Context: an optimization exercise on an open-source flow, tuned for small area. The choices shown serve that exercise and are no tape-out recipe. The RTL was checked by simulation tests, not by an equivalence proof against the original design. Power is estimated from default activity; no workload was simulated.

`flow/design.v`:
```
module rcadc_lut (
    input  wire [8:0] h,
    output reg  [1:0] step
);
  always @(*) begin
    case (h)
      9'd0: step = 2'd0;
      9'd1: step = 2'd0;
      9'd2: step = 2'd1;
      9'd3: step = 2'd1;
      9'd4: step = 2'd1;
      9'd5: step = 2'd2;
      9'd6: step = 2'd1;
      9'd7: step = 2'd1;
      9'd8: step = 2'd1;
      9'd9: step = 2'd0;
      9'd10: step = 2'd2;
      9'd11: step = 2'd0;
      9'd12: step = 2'd1;
      9'd13: step = 2'd2;
      9'd14: step = 2'd0;
      9'd15: step = 2'd2;
      9'd16: step = 2'd0;
      9'd17: step = 2'd1;
      9'd18: step = 2'd1;
      9'd19: step = 2'd1;
      9'd20: step = 2'd1;
      9'd21: step = 2'd1;
      9'd22: step = 2'd1;
      9'd23: step = 2'd1;
      9'd24: step = 2'd1;
      9'd25: step = 2'd0;
      9'd26: step = 2'd2;
      9'd27: step = 2'd0;
      9'd28: step = 2'd1;
      9'd29: step = 2'd1;
      9'd30: step = 2'd1;
      9'd31: step = 2'd1;
      9'd32: step = 2'd1;
      9'd33: step = 2'd1;
      9'd34: step = 2'd1;
      9'd35: step = 2'd0;
      9'd36: step = 2'd2;
      9'd37: step = 2'd0;
      9'd38: step = 2'd1;
      9'd39: step = 2'd1;
      9'd40: step = 2'd1;
      9'd41: step = 2'd1;
      9'd42: step = 2'd1;
      9'd43: step = 2'd0;
      9'd44: step = 2'd2;
      9'd45: step = 2'd0;
      9'd46: step = 2'd1;
      9'd47: step = 2'd1;
      9'd48: step = 2'd1;
      9'd49: step = 2'd1;
      9'd50: step = 2'd1;
      9'd51: step = 2'd0;
      9'd52: step = 2'd2;
      9'd53: step = 2'd0;
      9'd54: step = 2'd2;
      9'd55: step = 2'd0;
      9'd56: step = 2'd1;
      9'd57: step = 2'd1;
      9'd58: step = 2'd1;
      9'd59: step = 2'd0;
      9'd60: step = 2'd2;
      9'd61: step = 2'd0;
      9'd62: step = 2'd1;
      9'd63: step = 2'd1;
      9'd64: step = 2'd1;
      9'd65: step = 2'd1;
      9'd66: step = 2'd0;
      9'd67: step = 2'd2;
      9'd68: step = 2'd0;
      9'd69: step = 2'd1;
      9'd70: step = 2'd1;
      9'd71: step = 2'd1;
      9'd72: step = 2'd0;
      9'd73: step = 2'd2;
      9'd74: step = 2'd0;
      9'd75: step = 2'd1;
      9'd76: step = 2'd1;
      9'd77: step = 2'd1;
      9'd78: step = 2'd1;
      9'd79: step = 2'd0;
      9'd80: step = 2'd2;
      9'd81: step = 2'd0;
      9'd82: step = 2'd1;
      9'd83: step = 2'd1;
      9'd84: step = 2'd1;
      9'd85: step = 2'd0;
      9'd86: step = 2'd1;
      9'd87: step = 2'd1;
      9'd88: step = 2'd1;
      9'd89: step = 2'd1;
      9'd90: step = 2'd0;
      9'd91: step = 2'd1;
      9'd92: step = 2'd1;
      9'd93: step = 2'd1;
      9'd94: step = 2'd1;
      9'd95: step = 2'd0;
      9'd96: step = 2'd1;
      9'd97: step = 2'd1;
      9'd98: step = 2'd1;
      9'd99: step = 2'd1;
      9'd100: step = 2'd0;
      9'd101: step = 2'd1;
      9'd102: step = 2'd1;
      9'd103: step = 2'd1;
      9'd104: step = 2'd1;
      9'd105: step = 2'd0;
      9'd106: step = 2'd1;
      9'd107: step = 2'd1;
      9'd108: step = 2'd1;
      9'd109: step = 2'd1;
      9'd110: step = 2'd0;
      9'd111: step = 2'd1;
      9'd112: step = 2'd1;
      9'd113: step = 2'd1;
      9'd114: step = 2'd1;
      9'd115: step = 2'd0;
      9'd116: step = 2'd1;
      9'd117: step = 2'd1;
      9'd118: step = 2'd0;
      9'd119: step = 2'd1;
      9'd120: step = 2'd1;
      9'd121: step = 2'd1;
      9'd122: step = 2'd1;
      9'd123: step = 2'd0;
      9'd124: step = 2'd1;
      9'd125: step = 2'd1;
      9'd126: step = 2'd1;
      9'd127: step = 2'd1;
      9'd128: step = 2'd0;
      9'd129: step = 2'd1;
      9'd130: step = 2'd1;
      9'd131: step = 2'd0;
      9'd132: step = 2'd1;
      9'd133: step = 2'd1;
      9'd134: step = 2'd0;
      9'd135: step = 2'd2;
      9'd136: step = 2'd0;
      9'd137: step = 2'd1;
      9'd138: step = 2'd1;
      9'd139: step = 2'd0;
      9'd140: step = 2'd1;
      9'd141: step = 2'd1;
      9'd142: step = 2'd0;
      9'd143: step = 2'd1;
      9'd144: step = 2'd1;
      9'd145: step = 2'd0;
      9'd146: step = 2'd2;
      9'd147: step = 2'd0;
      9'd148: step = 2'd1;
      9'd149: step = 2'd1;
      9'd150: step = 2'd0;
      9'd151: step = 2'd1;
      9'd152: step = 2'd1;
      9'd153: step = 2'd0;
      9'd154: step = 2'd1;
      9'd155: step = 2'd1;
      9'd156: step = 2'd1;
      9'd157: step = 2'd0;
      9'd158: step = 2'd1;
      9'd159: step = 2'd1;
      9'd160: step = 2'd0;
      9'd161: step = 2'd1;
      9'd162: step = 2'd1;
      9'd163: step = 2'd0;
      9'd164: step = 2'd1;
      9'd165: step = 2'd1;
      9'd166: step = 2'd0;
      9'd167: step = 2'd2;
      9'd168: step = 2'd0;
      9'd169: step = 2'd1;
      9'd170: step = 2'd1;
      9'd171: step = 2'd0;
      9'd172: step = 2'd1;
      9'd173: step = 2'd1;
      9'd174: step = 2'd0;
      9'd175: step = 2'd1;
      9'd176: step = 2'd1;
      9'd177: step = 2'd1;
      9'd178: step = 2'd0;
      9'd179: step = 2'd1;
      9'd180: step = 2'd1;
      9'd181: step = 2'd0;
      9'd182: step = 2'd1;
      9'd183: step = 2'd0;
      9'd184: step = 2'd1;
      9'd185: step = 2'd1;
      9'd186: step = 2'd0;
      9'd187: step = 2'd1;
      9'd188: step = 2'd1;
      9'd189: step = 2'd0;
      9'd190: step = 2'd1;
      9'd191: step = 2'd1;
      9'd192: step = 2'd0;
      9'd193: step = 2'd1;
      9'd194: step = 2'd1;
      9'd195: step = 2'd1;
      9'd196: step = 2'd0;
      9'd197: step = 2'd1;
      9'd198: step = 2'd1;
      9'd199: step = 2'd0;
      9'd200: step = 2'd1;
      9'd201: step = 2'd1;
      9'd202: step = 2'd0;
      9'd203: step = 2'd1;
      9'd204: step = 2'd0;
      9'd205: step = 2'd1;
      9'd206: step = 2'd1;
      9'd207: step = 2'd0;
      9'd208: step = 2'd1;
      9'd209: step = 2'd1;
      9'd210: step = 2'd0;
      9'd211: step = 2'd1;
      9'd212: step = 2'd1;
      9'd213: step = 2'd0;
      9'd214: step = 2'd1;
      9'd215: step = 2'd0;
      9'd216: step = 2'd1;
      9'd217: step = 2'd1;
      9'd218: step = 2'd0;
      9'd219: step = 2'd1;
      9'd220: step = 2'd1;
      9'd221: step = 2'd0;
      9'd222: step = 2'd1;
      9'd223: step = 2'd1;
      9'd224: step = 2'd0;
      9'd225: step = 2'd1;
      9'd226: step = 2'd0;
      9'd227: step = 2'd1;
      9'd228: step = 2'd1;
      9'd229: step = 2'd1;
      9'd230: step = 2'd0;
      9'd231: step = 2'd1;
      9'd232: step = 2'd0;
      9'd233: step = 2'd1;
      9'd234: step = 2'd0;
      9'd235: step = 2'd1;
      9'd236: step = 2'd1;
      9'd237: step = 2'd1;
      9'd238: step = 2'd0;
      9'd239: step = 2'd0;
      9'd240: step = 2'd1;
      9'd241: step = 2'd1;
      9'd242: step = 2'd1;
      9'd243: step = 2'd0;
      9'd244: step = 2'd1;
      9'd245: step = 2'd0;
      9'd246: step = 2'd1;
      9'd247: step = 2'd0;
      9'd248: step = 2'd1;
      9'd249: step = 2'd1;
      9'd250: step = 2'd0;
      9'd251: step = 2'd1;
      9'd252: step = 2'd0;
      9'd253: step = 2'd1;
      9'd254: step = 2'd1;
      9'd255: step = 2'd0;
      9'd256: step = 2'd1;
      9'd257: step = 2'd0;
      9'd258: step = 2'd1;
      9'd259: step = 2'd1;
      9'd260: step = 2'd0;
      9'd261: step = 2'd1;
      9'd262: step = 2'd0;
      9'd263: step = 2'd1;
      9'd264: step = 2'd1;
      9'd265: step = 2'd0;
      9'd266: step = 2'd1;
      9'd267: step = 2'd0;
      9'd268: step = 2'd1;
      9'd269: step = 2'd0;
      9'd270: step = 2'd1;
      9'd271: step = 2'd1;
      9'd272: step = 2'd0;
      9'd273: step = 2'd1;
      9'd274: step = 2'd0;
      9'd275: step = 2'd1;
      9'd276: step = 2'd1;
      9'd277: step = 2'd0;
      9'd278: step = 2'd0;
      9'd279: step = 2'd1;
      9'd280: step = 2'd1;
      9'd281: step = 2'd0;
      9'd282: step = 2'd1;
      9'd283: step = 2'd0;
      9'd284: step = 2'd1;
      9'd285: step = 2'd1;
      9'd286: step = 2'd0;
      9'd287: step = 2'd1;
      9'd288: step = 2'd0;
      9'd289: step = 2'd1;
      9'd290: step = 2'd0;
      9'd291: step = 2'd1;
      9'd292: step = 2'd1;
      9'd293: step = 2'd0;
      9'd294: step = 2'd0;
      9'd295: step = 2'd1;
      9'd296: step = 2'd1;
      9'd297: step = 2'd0;
      9'd298: step = 2'd1;
      9'd299: step = 2'd0;
      9'd300: step = 2'd1;
      9'd301: step = 2'd0;
      9'd302: step = 2'd1;
      9'd303: step = 2'd1;
      9'd304: step = 2'd0;
      9'd305: step = 2'd1;
      9'd306: step = 2'd0;
      9'd307: step = 2'd1;
      9'd308: step = 2'd0;
      9'd309: step = 2'd1;
      9'd310: step = 2'd0;
      9'd311: step = 2'd1;
      9'd312: step = 2'd0;
      9'd313: step = 2'd1;
      9'd314: step = 2'd0;
      9'd315: step = 2'd1;
      9'd316: step = 2'd1;
      9'd317: step = 2'd0;
      9'd318: step = 2'd1;
      9'd319: step = 2'd0;
      9'd320: step = 2'd0;
      9'd321: step = 2'd1;
      9'd322: step = 2'd1;
      9'd323: step = 2'd0;
      9'd324: step = 2'd1;
      9'd325: step = 2'd0;
      9'd326: step = 2'd1;
      9'd327: step = 2'd0;
      9'd328: step = 2'd1;
      9'd329: step = 2'd0;
      9'd330: step = 2'd1;
      9'd331: step = 2'd0;
      9'd332: step = 2'd1;
      9'd333: step = 2'd0;
      9'd334: step = 2'd1;
      9'd335: step = 2'd0;
      9'd336: step = 2'd1;
      9'd337: step = 2'd0;
      9'd338: step = 2'd1;
      9'd339: step = 2'd1;
      9'd340: step = 2'd0;
      9'd341: step = 2'd0;
      9'd342: step = 2'd1;
      9'd343: step = 2'd0;
      9'd344: step = 2'd1;
      9'd345: step = 2'd0;
      9'd346: step = 2'd1;
      9'd347: step = 2'd1;
      9'd348: step = 2'd0;
      9'd349: step = 2'd0;
      9'd350: step = 2'd1;
      9'd351: step = 2'd0;
      9'd352: step = 2'd1;
      9'd353: step = 2'd0;
      9'd354: step = 2'd1;
      9'd355: step = 2'd0;
      9'd356: step = 2'd1;
      9'd357: step = 2'd1;
      9'd358: step = 2'd0;
      9'd359: step = 2'd0;
      9'd360: step = 2'd1;
      9'd361: step = 2'd0;
      9'd362: step = 2'd1;
      9'd363: step = 2'd0;
      9'd364: step = 2'd1;
      9'd365: step = 2'd0;
      9'd366: step = 2'd1;
      9'd367: step = 2'd0;
      9'd368: step = 2'd1;
      9'd369: step = 2'd0;
      default: step = 2'd0;
    endcase
  end
endmodule
module rcadc (
    input  wire        clk,
    input  wire        rst,         
    input  wire        sense,       
    input  wire        start,
    input  wire [7:0]  dac_in,
    input  wire        bus_en,
    input  wire        bus_we,
    input  wire [3:0]  bus_addr,
    input  wire [7:0]  bus_wdata,
    input  wire        rx_rdy,
    input  wire [7:0]  rx_data,
    input  wire        tx_ack,
    output wire        charge,
    output wire        done,
    output wire        avail,
    output wire [7:0]  val,
    output reg  [15:0] rdata,
    output wire [7:0]  tx_data,
    output wire        tx_we,
    output wire [2:0]  ser_rd
);
  reg        phase;       
  reg [12:0] cnt;         
  reg        sync0, sync1;
  reg        zr;          
  reg        avail_r;
  reg [9:0]  raw_cnt;
  reg [7:0]  run_val;     
  reg        sample_rdy;
  reg        copy_ok;     
  reg [7:0]  dac_val_copy;
  reg [7:0]  adc_val_copy;
  reg [9:0]  adc_cnt_copy;
  wire cmp = sync1;
  wire done_tick = !phase && cnt[12] && cnt[11] && cnt[8] && cnt[2];
  wire timeout   =  phase && cnt[9] && cnt[7] && cnt[6] && cnt[5] && cnt[2];
  wire hit       =  phase && !cmp && zr && !avail_r;
  wire capture   = hit || (timeout && !avail_r);
  wire [1:0] step;
  rcadc_lut u_lut (.h(cnt[9:1]), .step(step));
  assign charge = phase;
  assign done   = done_tick;
  assign avail  = avail_r;
  assign val    = run_val;
  always @(posedge clk) begin
    sync0 <= sense;
    sync1 <= sync0;
    zr    <= phase && !cmp;
    if (capture)
      raw_cnt <= cnt[9:0];
    if (done_tick && start)
      run_val <= 8'd0;
    else if (!avail_r && !hit && cnt[0])
      run_val <= run_val + {6'd0, step};
    if (rst) begin
      phase   <= 1'b0;
      cnt     <= 13'd0;
      avail_r <= 1'b0;
    end else begin
      if (done_tick || timeout)
        cnt <= 13'd0;
      else
        cnt <= cnt + 13'd1;
      if (done_tick && start) begin
        phase   <= 1'b1;
        avail_r <= 1'b0;
      end
      if (timeout)
        phase <= 1'b0;
      if (capture)
        avail_r <= 1'b1;
    end
  end
  wire strobe = done_tick && avail_r;
  wire rd     = bus_en && !bus_we;
  wire rd_rdy = rd && (bus_addr == 4'd4);
  always @(posedge clk) begin
    if (strobe) begin
      dac_val_copy <= dac_in;
      adc_val_copy <= run_val;
      adc_cnt_copy <= raw_cnt;
    end
    if (rst) begin
      sample_rdy <= 1'b0;
      copy_ok    <= 1'b0;
    end else if (strobe) begin
      sample_rdy <= 1'b1;
      copy_ok    <= 1'b1;
    end else if (rd_rdy) begin
      sample_rdy <= 1'b0;
    end
  end
  wire [8:0]  ch = adc_cnt_copy[9:1];
  wire [16:0] conv_prod = {ch, 7'd0} + {ch, 5'd0} + {ch, 4'd0} + {8'd0, ch};
  wire [8:0]  adc_idx_copy = conv_prod[15:7];
  always @(*) begin
    case (bus_addr)
      4'd0: rdata = {15'd0, rx_rdy};
      4'd1: rdata = {8'd0, rx_data};
      4'd2: rdata = {15'd0, tx_ack};
      4'd4: rdata = {15'd0, sample_rdy};
      4'd5: rdata = {8'd0, dac_val_copy & {8{copy_ok}}};
      4'd6: rdata = {8'd0, adc_val_copy & {8{copy_ok}}};
      4'd7: rdata = {7'd0, adc_idx_copy & {9{copy_ok}}};
      default: rdata = {6'd0, adc_cnt_copy & {10{copy_ok}}};
    endcase
  end
  assign tx_we     = bus_en && bus_we && (bus_addr == 4'd3);
  assign tx_data   = bus_wdata;
  assign ser_rd[0] = rd && (bus_addr == 4'd0);
  assign ser_rd[1] = rd && (bus_addr == 4'd1);
  assign ser_rd[2] = rd && (bus_addr == 4'd2);
endmodule
```
`flow/run.sh`:
```
#!/bin/bash
# synth_recipe.tcl (not shown) runs the flow's synth.tcl, then flattens the netlist and writes it again
# the make line also repeats each setting of config.mk as NAME=value (left out here)
make -C /OpenROAD-flow-scripts/flow DESIGN_CONFIG=/design/flow/config.mk WORK_HOME=/design/flow/orfs CLKGATE_MAP_FILE= SYNTH_SCRIPT=/design/flow/synth_recipe.tcl finish
```
`flow/config.mk`:
```
export PLATFORM = sky130hd
export DESIGN_NAME = rcadc
export DESIGN_NICKNAME = rcadc
export VERILOG_FILES = /design/flow/design.v
export SDC_FILE = /design/flow/constraint.sdc
export NUM_CORES = 4
export LEC_CHECK = 0
export CAP_MARGIN = 20
export CORE_MARGIN = 2
export CORE_UTILIZATION = 70
export PLACE_DENSITY = 0.8
export SLEW_MARGIN = 20
```
`flow/constraint.sdc`:
```
create_clock -name core_clock -period 10.0 [get_ports {clk}]
set_input_delay 2.0000 -clock core_clock [delete_from_list [all_inputs] [get_ports {clk}]]
set_output_delay 2.0000 -clock core_clock [all_outputs]
set_load 0.01 [all_outputs]
```
==> impl_metrics.env, run 1 <==
export IMPL_clk_path_buf_depth=2
export IMPL_worstPathRequired_ns=8.00
export IMPL_slew_headroom=0.305
export IMPL_synth_top_cell_by_area="sky130_fd_sc_hd__edfxtp_1"
export IMPL_grt_antenna_before_repair=0
export IMPL_maximum_fanout_along_the_worst_path=10
export IMPL_synth_edf_count=36
export IMPL_final_layout_size_suffix_gt1_frac=0.0871
export IMPL_n_antenna_cell=0
export IMPL_max_stage_delay_ns=0.68
export IMPL_tritoncts_num_buffers=9
export IMPL_post_synth_num_cell_types=74
export IMPL_fmax_ghz=0.147
export IMPL_timing_critical_path_to_type="output pin"
export IMPL_timing_final_hold_violations=0
export IMPL_synth_warning_count=2
export IMPL_vdd_ir_drop_worst_uv=162
export IMPL_placement_io_buffers=52
export IMPL_detailedRoute_firstIterationViolations=317
export IMPL_slew_viol_final=0
export IMPL_critical_path_slowest_cell="sky130_fd_sc_hd__nor3b_1"
export IMPL_setup_tns_after_final_layout_ns=0
export IMPL_tritoncts="yes"
export IMPL_outcome="timing/DRC/antenna clean"
export IMPL_synth_cells=465
export IMPL_core_region_area_um2=6280
export IMPL_grt_first_pass_wirelength_mm=18.6
export IMPL_timing_clock_skew_ns=0.0122
export IMPL_post_synth_top_area_fraction=0.241
export IMPL_hold_ws_ns=0.340
export IMPL_critical_path_arrival_ns=4.81
export IMPL_cts_setup_buffers=0
export IMPL_die_width_um=84.0
export IMPL_io_pins=75
export IMPL_first_pass_drt_iterations=6
export IMPL_vias_per_cell=6.56
export IMPL_synth_top_cells_by_area="sky130_fd_sc_hd__edfxtp_1, sky130_fd_sc_hd__dfxtp_1, sky130_fd_sc_hd__ha_1"
export IMPL_final_setup_viol_count=0
export IMPL_shortest_clock_period_the_worst_path_allows_after_layout_ns=6.81
export IMPL_tightestPinTransition_ns=1.04
export IMPL_detail_route_antenna_nets=0
export IMPL_cts_hold_buffers=0
export IMPL_globalRoute_totalOverflow=0
export IMPL_cts_htree_levels=3
export IMPL_seq_total_area_yosys=0.375
export IMPL_max_cap_violations=0
export IMPL_critPathKind="in -> out"
export IMPL_grt_pass1_vias=3655
export IMPL_syn_avg_cell_area_um2=9.64
export IMPL_cp_top_family="simple AND/OR/NAND/NOR gates"
export IMPL_unrepaired_setup_endpoints_after_global_routing="no"
export IMPL_start_util=0.714
export IMPL_post_route_period_util=0.681
export IMPL_chipHeight_um=84.0
export IMPL_hold_end="sync1"
export IMPL_holdCritStartpoint="sync0"
export IMPL_power_per_cell_area_nw_per_um2=136
export IMPL_worstReg2RegEnd="step[0]"
export IMPL_cts_root_buffer_cell="sky130_fd_sc_hd__clkbuf_8"
export IMPL_place_gp_congestion=0.975
export IMPL_crit_reg2reg_launch="cnt[2]"
export IMPL_synth_ff_latch_count=66
export IMPL_insertion_delay_ns=0.35
export IMPL_worst_setup_hold_path_clk_slew_ns=0.08
export IMPL_area_growth_synth_to_final_pct=15.0
export IMPL_rr_worst_depth=14
export IMPL_drt_total_wl_mm=11.6
export IMPL_cts_sink_count=66
export IMPL_pin_count_of_the_biggest_net_entering_global_routing=27
export IMPL_crit_chain="clkdlybuf4s50_1 -> nor2b_1 -> nor3b_1 -> a222oi_1 -> o21ai_0 -> clkdlybuf4s50_1"
export IMPL_nFillCells=363
export IMPL_proportion_of_synthesized_flip_flops_having_asynchronous_set_or_reset=0
export IMPL_dpl_hpwl_mm=8.34
export IMPL_worst_r2r_setup_slack_ns=6.13
export IMPL_ys_dominant_reg_cell="sky130_fd_sc_hd__edfxtp_1"
export IMPL_critPathLaunchType="input port"
export IMPL_fp_row_count=29
export IMPL_totalPowerFinal_w=0.000703
export IMPL_grt_use_total=0.340
export IMPL_design_die_area_um2=7060
export IMPL_avgRoutedWirePerCell_um=19.9
export IMPL_crit_path_frequent_cell="sky130_fd_sc_hd__clkdlybuf4s50_1"
export IMPL_postCtsResizedCells=0
export IMPL_cp_buffers_inverters=2
export IMPL_final_net_count=573
export IMPL_drc_viols=0
export IMPL_syn_cell_area_um2=4480
export IMPL_cellLeakagePower_nw=2.04
export IMPL_hold_path_depth=0
export IMPL_route_vias_total=3819
export IMPL_hold_path_class="reg -> reg"
[cells in the final DEF (no fill, tap or decap), drive strengths merged, types with 6 or more instances in the layout]
cell type	instances
edfxtp	36
nand3	16
ha	25
a22o	6
o21ai	23
a21oi	27
xnor2	12
xor2	12
nor3	9
and3	6
nand2	29
a222oi	7
inv	48
nor2	32
o211ai	6
mux2i	6
clkbuf	10
conb	6
a211oi	10
fa	12
dfxtp	30
clkdlybuf4s50	52
[registers in the layout (all words and copies together), names as in the netlist, 2 cells and up]
name / cells
run_val: 8
step: 2
adc_cnt_copy: 10
adc_val_copy: 8
cnt: 13
dac_val_copy: 8
raw_cnt: 10
[worst reg2reg max path, cell delays in order, from the launching register on]
cell                       delay [ns]
sky130_fd_sc_hd__dfxtp_1         0.47
sky130_fd_sc_hd__nand2_1         0.12
sky130_fd_sc_hd__or3_1           0.27
sky130_fd_sc_hd__inv_2           0.13
sky130_fd_sc_hd__nor2_1          0.64
sky130_fd_sc_hd__nand2_1         0.36
sky130_fd_sc_hd__inv_2           0.16
sky130_fd_sc_hd__ha_1            0.29
sky130_fd_sc_hd__inv_1           0.11
sky130_fd_sc_hd__nand3_1         0.07
sky130_fd_sc_hd__o21ai_0         0.09
sky130_fd_sc_hd__mux4_2          0.50
sky130_fd_sc_hd__a21oi_1         0.24
sky130_fd_sc_hd__a211oi_1        0.12
sky130_fd_sc_hd__a211oi_1        0.23
[cell usage after synthesis, drive strengths merged (3+ instances only)]
cell,number
inv,47
edfxtp,36
nor2,32
dfxtp,30
nand2,29
a21oi,27
buf,27
ha,25
o21ai,23
nand3,16
fa,12
xnor2,12
xor2,12
a211oi,10
nor3,9
a222oi,7
clkbuf,7
a22o,6
and3,6
mux2i,6
o211ai,6
a21o,5
and2,5
or3,5
nand2b,4
nand4,4
o21bai,4
a221oi,3
a31oi,3
and4,3
nor2b,3
[layer usage]
| metal | vias to the layer above | GRT usage | share of wire |
|---|---|---|---|
| met5 | - | 0 | 0 |
| met4 | 0 | 0.157 | 0.035 |
| met3 | 43 | 0.0643 | 0.083 |
| met2 | 248 | 0.564 | 0.51 |
| met1 | 1796 | 0.432 | 0.38 |
| li1 | 1732 | - | - |
[layout make-up]
class | instances | area [um2] | area share
inverters | 47 | 176 | 0.0342
repair buffers | 53 | 528 | 0.102
clock buffers | 10 | 138 | 0.0267
multi-input cells | 323 | 2440 | 0.474
well taps | 77 | 96.3 | 0.0187
flip-flops and latches | 66 | 1680 | 0.326
clock inverters | 6 | 88.8 | 0.0172
[where the power goes]
| part | switching (W) | internal, W | leakage, nW |
|---|---|---|---|
| Sequential | 0.0000201 | 0.000303 | 0.551 |
| Combinational | 0.0000603 | 0.0000624 | 1.38 |
| Clock | 0.000109 | 0.000148 | 0.109 |
[worst max path at each step]
| stage | cells after the start | end | start | slack, ns |
|---|---|---|---|---|
| floorplan | 6 | rdata[2] | bus_addr[0] | 4.50 |
| global route | 6 | rdata[4] | bus_addr[0] | 3.05 |
| global placement | 6 | rdata[6] | bus_addr[0] | 3.41 |
| detailed placement | 6 | rdata[5] | bus_addr[0] | 3.27 |
| finish | 6 | rdata[7] | bus_addr[0] | 3.19 |
| CTS | 6 | rdata[5] | bus_addr[0] | 3.24 |
[stage by stage]
stage                     cell area (um2)  utilization  std cells  worst slack, ns
after global placement               4920        0.784        566             3.41
final                                5150        0.821        582             3.19
after detailed placement             4920        0.784        566             3.27
after CTS                            5150        0.820        582             3.24
after floorplan                      4500            -        470             4.50
after global routing                 5150        0.821        582             3.05
[cells by family (layout without fill, tap and decap cells)]
kind of cell	Yosys count	after routing	share of synthesized area
AO/OA/AOI/OAI	119	119	0.187
buffers and inverters	81	116	0.0868
multiplexers	9	9	0.0235
other	1	6	0.000837
XOR/XNOR	24	24	0.0511
flip-flops	66	66	0.375
AND/OR/NAND/NOR	128	128	0.152
adder cells (fa/ha/maj)	37	37	0.123
==> run 2, diff against run 1 <==
--- a/flow/config.mk
+++ b/flow/config.mk
@@ -8,5 +8,5 @@
 export CAP_MARGIN = 20
 export CORE_MARGIN = 2
-export CORE_UTILIZATION = 70
-export PLACE_DENSITY = 0.8
+export CORE_UTILIZATION = 40
+export PLACE_DENSITY = 0.6
 export SLEW_MARGIN = 20
==> run 2 against run 1 <==
Effect of this change:
- still clean on timing, DRC and antenna
- maximum frequency shrank 1.9%
- total power is 2.1% higher
- worst setup slack lost 0.13 ns
- critical path type unchanged
- critical endpoint is now rdata[4]
- largest cell class unchanged
- largest power group unchanged
==> impl_metrics.env, run 2 <==
export IMPL_outcome="timing/DRC/antenna clean"
export IMPL_post_route_period_util=0.694
export IMPL_worst_setup_hold_path_clk_slew_ns=0.08
export IMPL_grt_use_total=0.189
export IMPL_synth_cells=465
export IMPL_place_gp_congestion=0.909
export IMPL_timing_final_hold_violations=0
export IMPL_drc_viols=0
export IMPL_slew_headroom=0.258
export IMPL_proportion_of_synthesized_flip_flops_having_asynchronous_set_or_reset=0
export IMPL_synthTopCellsByCount="sky130_fd_sc_hd__inv_1, sky130_fd_sc_hd__edfxtp_1, sky130_fd_sc_hd__nor2_1"
export IMPL_syn_avg_cell_area_um2=9.64
export IMPL_rr_worst_depth=14
export IMPL_clk_path_buf_depth=2
export IMPL_use_met3=0.0231
export IMPL_comb_power_share=0.166
export IMPL_cts_sink_count=66
export IMPL_synthMostInstantiatedCell="sky130_fd_sc_hd__inv_1"
export IMPL_final_setup_worst_slack_ns=3.06
export IMPL_area_growth_synth_to_final_pct=16.9
export IMPL_crit_chain="clkdlybuf4s50_1 -> nor2b_1 -> nor3b_1 -> a222oi_1 -> o21ai_0 -> clkdlybuf4s50_1"
export IMPL_route_vias_total=3623
export IMPL_setup_tns_after_final_layout_ns=0
export IMPL_n_antenna_cell=0
export IMPL_final_net_count=572
export IMPL_synth_top_cell_by_area="sky130_fd_sc_hd__edfxtp_1"
export IMPL_critPathLaunchType="input port"
export IMPL_chipHeight_um=110
export IMPL_critical_path_arrival_ns=4.94
export IMPL_ys_dominant_reg_cell="sky130_fd_sc_hd__edfxtp_1"
export IMPL_fraction_of_power_spent_switching_nets=0.256
export IMPL_grt_use_met2=0.304
export IMPL_first_pass_drt_iterations=7
export IMPL_synth_edf_count=36
export IMPL_cts_htree_levels=3
export IMPL_detail_route_antenna_nets=0
export IMPL_timing_critical_path_to_type="output pin"
export IMPL_grt_pass1_vias=3354
export IMPL_fp_row_count=38
export IMPL_post_synth_num_cell_types=74
export IMPL_critPathKind="in -> out"
export IMPL_final_layout_size_suffix_gt1_frac=0.0833
export IMPL_start_util=0.412
export IMPL_largestRegisters="cnt: 13 flops, adc_cnt_copy: 10 flops, raw_cnt: 10 flops"
export IMPL_tritoncts="yes"
export IMPL_grt_antenna_before_repair=0
export IMPL_core_region_area_um2=10900
export IMPL_globalRoute_totalOverflow=0
export IMPL_dpl_hpwl_mm=8.48
export IMPL_seq_total_area_yosys=0.375
export IMPL_top_register="cnt"
export IMPL_drt_total_wl_mm=11.0
export IMPL_layout_cells_most_common_list="sky130_fd_sc_hd__clkdlybuf4s50_1, sky130_fd_sc_hd__inv_1, sky130_fd_sc_hd__edfxtp_1, sky130_fd_sc_hd__nor2_1, sky130_fd_sc_hd__dfxtp_1"
export IMPL_detailedRoute_firstIterationViolations=412
export IMPL_globalRoute_busiestLayer="met2"
export IMPL_postCtsResizedCells=0
export IMPL_unrepaired_setup_endpoints_after_global_routing="no"
export IMPL_slew_viol_final=0
export IMPL_synth_warning_count=2
export IMPL_power_frac_clock=0.384
export IMPL_largest_reg_flops=13
export IMPL_vias_per_cell=5.63
export IMPL_design_die_area_um2=12100
export IMPL_power_per_cell_area_nw_per_um2=137
export IMPL_vdd_ir_drop_worst_uv=108
export IMPL_shortest_clock_period_the_worst_path_allows_after_layout_ns=6.94
export IMPL_maximum_fanout_along_the_worst_path=10
export IMPL_crit_path_frequent_cell="sky130_fd_sc_hd__clkdlybuf4s50_1"
export IMPL_post_place_ws_ns=3.08
export IMPL_layout_cells_most_common="sky130_fd_sc_hd__clkdlybuf4s50_1"
export IMPL_hold_path_depth=0
export IMPL_die_width_um=110
export IMPL_p_sw_w=0.000184
export IMPL_synth_ff_latch_count=66
export IMPL_nFillCells=1040
export IMPL_cts_setup_buffers=0
export IMPL_max_cap_violations=0
export IMPL_io_pins=75
export IMPL_use_met1=0.262
export IMPL_tritoncts_num_buffers=9
export IMPL_cts_root_buffer_cell="sky130_fd_sc_hd__clkbuf_8"
export IMPL_timing_clock_skew_ns=0.00886
export IMPL_cts_hold_buffers=0
export IMPL_synth_top_cells_by_area="sky130_fd_sc_hd__edfxtp_1, sky130_fd_sc_hd__dfxtp_1, sky130_fd_sc_hd__ha_1"
export IMPL_critical_path_slowest_cell="sky130_fd_sc_hd__nor3b_1"
export IMPL_pin_count_of_the_biggest_net_entering_global_routing=27
export IMPL_cellLeakagePower_nw=2.05
export IMPL_post_synth_top_area_fraction=0.241
export IMPL_worstPathRequired_ns=8.00
export IMPL_placement_io_buffers=52
export IMPL_seq_power_share=0.450
export IMPL_syn_cell_area_um2=4480
export IMPL_tightestPinTransition_ns=1.11
export IMPL_avgRoutedWirePerCell_um=17.1
export IMPL_grt_first_pass_wirelength_mm=17.6
export IMPL_insertion_delay_ns=0.33
export IMPL_fmax_ghz=0.144
export IMPL_max_stage_delay_ns=0.78
export IMPL_final_setup_viol_count=0
export IMPL_cellInternalPower_w=0.000533
export IMPL_hold_path_class="reg -> reg"
==> run 2: per-stage QoR <==
| step | utilization | area [um2] | total power (W) | hold slack, ns | cells |
|---|---|---|---|---|---|
| after detailed placement | 0.458 | 4990 | 0.000447 | 0.314 | 628 |
| after global placement | 0.458 | 4990 | 0.000445 | 0.312 | 628 |
| after CTS | 0.481 | 5240 | 0.000720 | 0.331 | 644 |
| after floorplan | - | 4500 | 0.000396 | 0.310 | 470 |
| final | 0.481 | 5240 | 0.000717 | 0.331 | 644 |
| after global routing | 0.481 | 5240 | 0.000749 | 0.346 | 644 |
==> run 2: area by class of cell <==
| cell class | count | area, um2 | area share |
|---|---|---|---|
| Tap cell | 140 | 175 | 0.0334 |
| Clock buffer | 9 | 124 | 0.0236 |
| Clock inverter | 7 | 125 | 0.0239 |
| Multi-Input combinational cell | 323 | 2440 | 0.465 |
| Sequential cell | 66 | 1680 | 0.321 |
| Inverter | 47 | 176 | 0.0337 |
| Timing Repair Buffer | 52 | 520 | 0.0993 |
==> run 2: critical path: cells and delay by family <==
kind / cells / cell delay, ns
simple gates: 2 / 1.35
buf+inv: 2 / 1.25
compound gates: 2 / 0.33
==> run 2: routing by layer <==
layer,share of wire,vias up
met5,0,-
met4,0.020,0
met3,0.053,19
met2,0.47,138
met1,0.45,1735
li1,-,1731
==> run 2: cell families after synthesis <==
kind of cell / synth area share
AOI/OAI and AO/OA: 0.187
xor gates and xnor gates: 0.0511
adders and majority gates: 0.123
buffers and inverters: 0.0868
DFF: 0.375
muxes: 0.0235
other: 0.000837
and+or+nand+nor: 0.152
==> run 2: worst paths after layout <==
kind         endpoint   startpoint  slack, ns
max          rdata[4]  bus_addr[0]       3.06
min             sync1        sync0       0.33
max reg2reg   step[0]       cnt[2]       6.07
min reg2reg     sync1        sync0       0.33
==> run 2: power groups by stage <==
stage / registers, W / logic, W / clock network [W]
3_5_place_dp: 0.000329 / 0.000118 / 0
2_1_floorplan: 0.000329 / 0.0000664 / 0
3_3_place_gp: 0.000329 / 0.000116 / 0
5_1_grt: 0.000327 / 0.000130 / 0.000292
4_1_cts: 0.000323 / 0.000119 / 0.000278
6_report: 0.000323 / 0.000119 / 0.000275

re-timing with driven ports:
Ports are ideal in the flow. The routed layouts listed here were re-timed in OpenROAD.
Step 1, drivers: a clkbuf_16 drives clk and a buf_2 each remaining input, both assumed.
Step 2 also shifts input and output timing later by t, the mid clock arrival at the registers, as if the neighbouring blocks saw the same clock.
Slacks: ideal ports / drivers / drivers and shift; pairs: ideal ports / drivers.
| run | shift t [ns] | setup slack, ns | hold slack, ns |
|---|---|---|---|
| run 1 | 0.376 | 3.192 / 3.170 / 3.170 | 0.340 / 0.340 / 0.340 |
| run 2 | 0.358 | 3.063 / 3.041 / 3.041 | 0.331 / 0.331 / 0.331 |
After both steps setup and hold are still met in every run listed.
